Background: an optimization exercise with open tools, aiming at small area, a short achievable clock period and few clock cycles. Do not read the settings as production practice. Power and IR drop assume default switching activity.

## run a
==> flow/design.v <==
module pecf_table (
    input  wire [7:0]  idx,
    output wire [14:0] entry
);
    assign entry = ({15{idx[0]}} & 15'h4599) ^
                   ({15{idx[1]}} & 15'h4EAB) ^
                   ({15{idx[2]}} & 15'h58CF) ^
                   ({15{idx[3]}} & 15'h7407) ^
                   ({15{idx[4]}} & 15'h2D97) ^
                   ({15{idx[5]}} & 15'h5B2E) ^
                   ({15{idx[6]}} & 15'h73C5) ^
                   ({15{idx[7]}} & 15'h2213);
endmodule
module pecf_step (
    input  wire [14:0] rem_in,
    input  wire [7:0]  data,
    output wire [14:0] rem_out
);
    wire [14:0] entry;
    pecf_table u_table (
        .idx   (rem_in[14:7] ^ data),
        .entry (entry)
    );
    assign rem_out = {rem_in[6:0], 8'h00} ^ entry;
endmodule
module pecf_tx (
    input  wire       clk,
    input  wire       rst,
    input  wire       tx_valid,
    input  wire [7:0] tx_data,
    input  wire       tx_last,
    output wire       tx_ready,
    output wire       out_valid,
    output wire [7:0] out_data,
    input  wire       out_ready
);
    localparam [14:0] SEED = 15'h0010;
    reg         pec_hi;      
    reg         pec_lo;      
    reg  [14:0] rem;
    wire        pay = !(pec_hi || pec_lo);
    wire [14:0] rem_next;
    assign out_valid = pay ? tx_valid : 1'b1;
    assign out_data  = pay ? tx_data  : rem[14:7];
    assign tx_ready  = pay && out_ready;
    wire take = out_valid && out_ready;
    pecf_step u_step (
        .rem_in  (rem),
        .data    (out_data),
        .rem_out (rem_next)
    );
    always @(posedge clk) begin
        if (rst) begin
            pec_hi <= 1'b0;
            pec_lo <= 1'b0;
            rem    <= SEED;
        end else if (take) begin
            pec_hi <= pay && tx_last;
            pec_lo <= pec_hi;
            rem    <= pec_lo ? SEED : rem_next;
        end
    end
endmodule
module pecf_rx (
    input  wire        clk,
    input  wire        rst,
    input  wire        rx_start,
    input  wire        rx_valid,
    input  wire [7:0]  rx_data,
    input  wire [22:0] noise_floor_uv,
    output reg         blk_valid,
    output reg  [3:0]  blk_dev,
    output wire [15:0] blk_code0,
    output wire [15:0] blk_code1,
    output wire [15:0] blk_code2,
    output wire        blk_pec_ok,
    output wire        pec_err,
    output wire [22:0] blk_uv0,
    output wire [22:0] blk_uv1,
    output wire [22:0] blk_uv2
);
    localparam [14:0] SEED = 15'h0010;
    reg  [2:0]  pos;         
    reg  [14:0] rem;
    reg  [47:0] payload;     
    reg         err;         
    reg  [22:0] uv0, uv1, uv2;   
    wire [14:0] rem_next;
    pecf_step u_step (
        .rem_in  ((pos == 3'd0) ? SEED : rem),
        .data    (rx_data),
        .rem_out (rem_next)
    );
    assign blk_code0  = payload[15:0];
    assign blk_code1  = payload[31:16];
    assign blk_code2  = payload[47:32];
    assign blk_pec_ok = (rem == 15'd0);
    assign pec_err    = err || !blk_pec_ok;
    wire [22:0] top_uv;
    pecf_scale u_scale (.code(blk_code2), .uv(top_uv));
    wire        top_low = (top_uv < noise_floor_uv);
    wire [22:0] top_clamped = top_low ? 23'd0 : top_uv;
    assign blk_uv0 = uv0;
    assign blk_uv1 = uv1;
    assign blk_uv2 = uv2;
    always @(posedge clk) begin
        if (rx_valid) begin
            rem <= rem_next;
            if (!(pos[2] && pos[1]))
                payload <= {rx_data, payload[47:8]};
        end
        if (pos == 3'd2) uv0  <= top_clamped;
        if (pos == 3'd4) uv1  <= top_clamped;
        if (pos == 3'd6) uv2  <= top_clamped;
    end
    always @(posedge clk) begin
        blk_valid <= rx_valid && (pos == 3'd7);
        if (rst || rx_start) begin
            pos     <= 3'd0;
            blk_dev <= 4'd0;
            err     <= 1'b0;
        end else begin
            if (rx_valid)
                pos <= pos + 3'd1;
            if (blk_valid) begin
                blk_dev <= blk_dev + 4'd1;
                if (!blk_pec_ok)
                    err <= 1'b1;
            end
        end
    end
endmodule
module pecf_scale (
    input  wire [15:0] code,
    output wire [22:0] uv
);
    wire [20:0] x25 = ({code, 4'b0} + {code, 3'b0}) + code;
    assign uv = {x25, 2'b00};
endmodule
module pecf_link (
    input  wire        clk,
    input  wire        rst,
    input  wire        tx_valid,
    input  wire [7:0]  tx_data,
    input  wire        tx_last,
    output wire        tx_ready,
    output wire        out_valid,
    output wire [7:0]  out_data,
    input  wire        out_ready,
    input  wire        rx_start,
    input  wire        rx_valid,
    input  wire [7:0]  rx_data,
    input  wire [22:0] noise_floor_uv,
    output wire        blk_valid,
    output wire [3:0]  blk_dev,
    output wire [15:0] blk_code0,
    output wire [15:0] blk_code1,
    output wire [15:0] blk_code2,
    output wire        blk_pec_ok,
    output wire        pec_err,
    output wire [22:0] blk_uv0,
    output wire [22:0] blk_uv1,
    output wire [22:0] blk_uv2
);
    pecf_tx u_tx (
        .clk       (clk),
        .rst       (rst),
        .tx_valid  (tx_valid),
        .tx_data   (tx_data),
        .tx_last   (tx_last),
        .tx_ready  (tx_ready),
        .out_valid (out_valid),
        .out_data  (out_data),
        .out_ready (out_ready)
    );
    pecf_rx u_rx (
        .clk            (clk),
        .rst            (rst),
        .rx_start       (rx_start),
        .rx_valid       (rx_valid),
        .rx_data        (rx_data),
        .noise_floor_uv (noise_floor_uv),
        .blk_valid      (blk_valid),
        .blk_dev        (blk_dev),
        .blk_code0      (blk_code0),
        .blk_code1      (blk_code1),
        .blk_code2      (blk_code2),
        .blk_pec_ok     (blk_pec_ok),
        .pec_err        (pec_err),
        .blk_uv0        (blk_uv0),
        .blk_uv1        (blk_uv1),
        .blk_uv2        (blk_uv2)
    );
endmodule
==> flow/config.mk <==
export PLATFORM = sky130hd
export DESIGN_NAME = pecf_link
export DESIGN_NICKNAME = pecf_link
export VERILOG_FILES = /design/flow/design.v
export SDC_FILE = /design/flow/constraint.sdc
export NUM_CORES = 4
export LEC_CHECK = 0
export CAP_MARGIN = 20
export CORE_MARGIN = 2
export CORE_UTILIZATION = 40
export SLEW_MARGIN = 20
==> flow/constraint.sdc <==
create_clock -name core_clock -period 9.0 [get_ports {clk}]
set_input_delay 1.8000 -clock core_clock [delete_from_list [all_inputs] [get_ports {clk}]]
set_output_delay 1.8000 -clock core_clock [all_outputs]
set_load 0.01 [all_outputs]
standard.sh (not shown) runs the stock make flow with config.mk's settings and CLKGATE_MAP_FILE= SYNTH_SCRIPT=/design/flow/synth_recipe.tcl, a recipe that flattens the netlist after the stock synthesis.
==> flow/flow/run.sh <==
#!/bin/bash
# The standard layout, except that the port buffers are made as the smallest
# buffer cell (buf_1) instead of the resizer's default pick; the repair steps
# still resize them where timing or slew asks for it.
set -euo pipefail
cd "$(dirname "$0")/.."
bash standard.sh BUFFER_PORTS_ARGS="-buffer_cell sky130_fd_sc_hd__buf_1" finish > standard_flow.log 2>&1
Changes in run b relative to run a:
-- flow/design.v --
<<< run a, line 85
    reg  [47:0] payload;     
    reg         err;         
    reg  [22:0] uv0, uv1, uv2;   
    wire [14:0] rem_next;
    pecf_step u_step (
>>> run b, line 85
    reg  [47:0] payload;     
    reg         err;         
    reg         low2;        
    reg  [22:0] uv0, uv1;    
    wire [14:0] rem_next;
    pecf_step u_step (
<<< run a, line 103
    assign blk_uv0 = uv0;
    assign blk_uv1 = uv1;
    assign blk_uv2 = uv2;
    always @(posedge clk) begin
        if (rx_valid) begin
>>> run b, line 104
    assign blk_uv0 = uv0;
    assign blk_uv1 = uv1;
    assign blk_uv2 = low2 ? 23'd0 : top_uv;
    always @(posedge clk) begin
        if (rx_valid) begin
<<< run a, line 112
        if (pos == 3'd2) uv0  <= top_clamped;
        if (pos == 3'd4) uv1  <= top_clamped;
        if (pos == 3'd6) uv2  <= top_clamped;
    end
    always @(posedge clk) begin
>>> run b, line 113
        if (pos == 3'd2) uv0  <= top_clamped;
        if (pos == 3'd4) uv1  <= top_clamped;
        if (pos == 3'd6) low2 <= top_low;
    end
    always @(posedge clk) begin
## What came out
Between run b and run a, count of inverters other than clock inverters in the layout is lower for run a, run b comes in above that.
Setup slack in run b is smaller than in run a.
Comparing run b with run a, the count of placed standard cells in the final layout, fillers left out came out essentially unchanged.
Summary of run b over run a: slew at the pin closest to its max-slew limit increased 0.036 ns; part of the cycle the worst path needs increased 6.4 points.
Per the comparison of run b with run a, met3 layer wire length in the routed design saw a decrease, sequential share of layout area shrank by 4.3 points, combinational cell fraction of total power higher, fmax saw a decrease, met1 demand-to-capacity share in global routing rose 0.30 points.
The final area in run a is 1.05 times that in run b.
Looking at layout buffering overhead excluding clock cells across run b and run a, the one that comes out lower is run a.
No functional check of the RTL was part of any run of this note.

[port drivers added, routing unchanged]
No port has a modelled driver above. Below, the same layouts with a new extraction and two added sets of constraints. Step 1 sets driving cells, clkbuf_16 on the clock port and buf_2 on the other inputs (assumed; they add their load-dependent delay and slew). Step 2 also shifts input and output timing later by t, the mid clock arrival at the registers, as if the neighbouring blocks saw the same clock. Slacks: no drivers / after step 1 / after step 2; pairs: no drivers / after step 1.
run | t, ns | setup WS [ns] | slew at the worst register clock pin (ns)
run a | 0.463 | 3.959 / 3.959 / 3.959 | 0.07 / 0.07
run b | 0.460 | 3.384 / 3.341 / 3.801 | 0.07 / 0.07
After both steps every run listed still meets setup and hold.
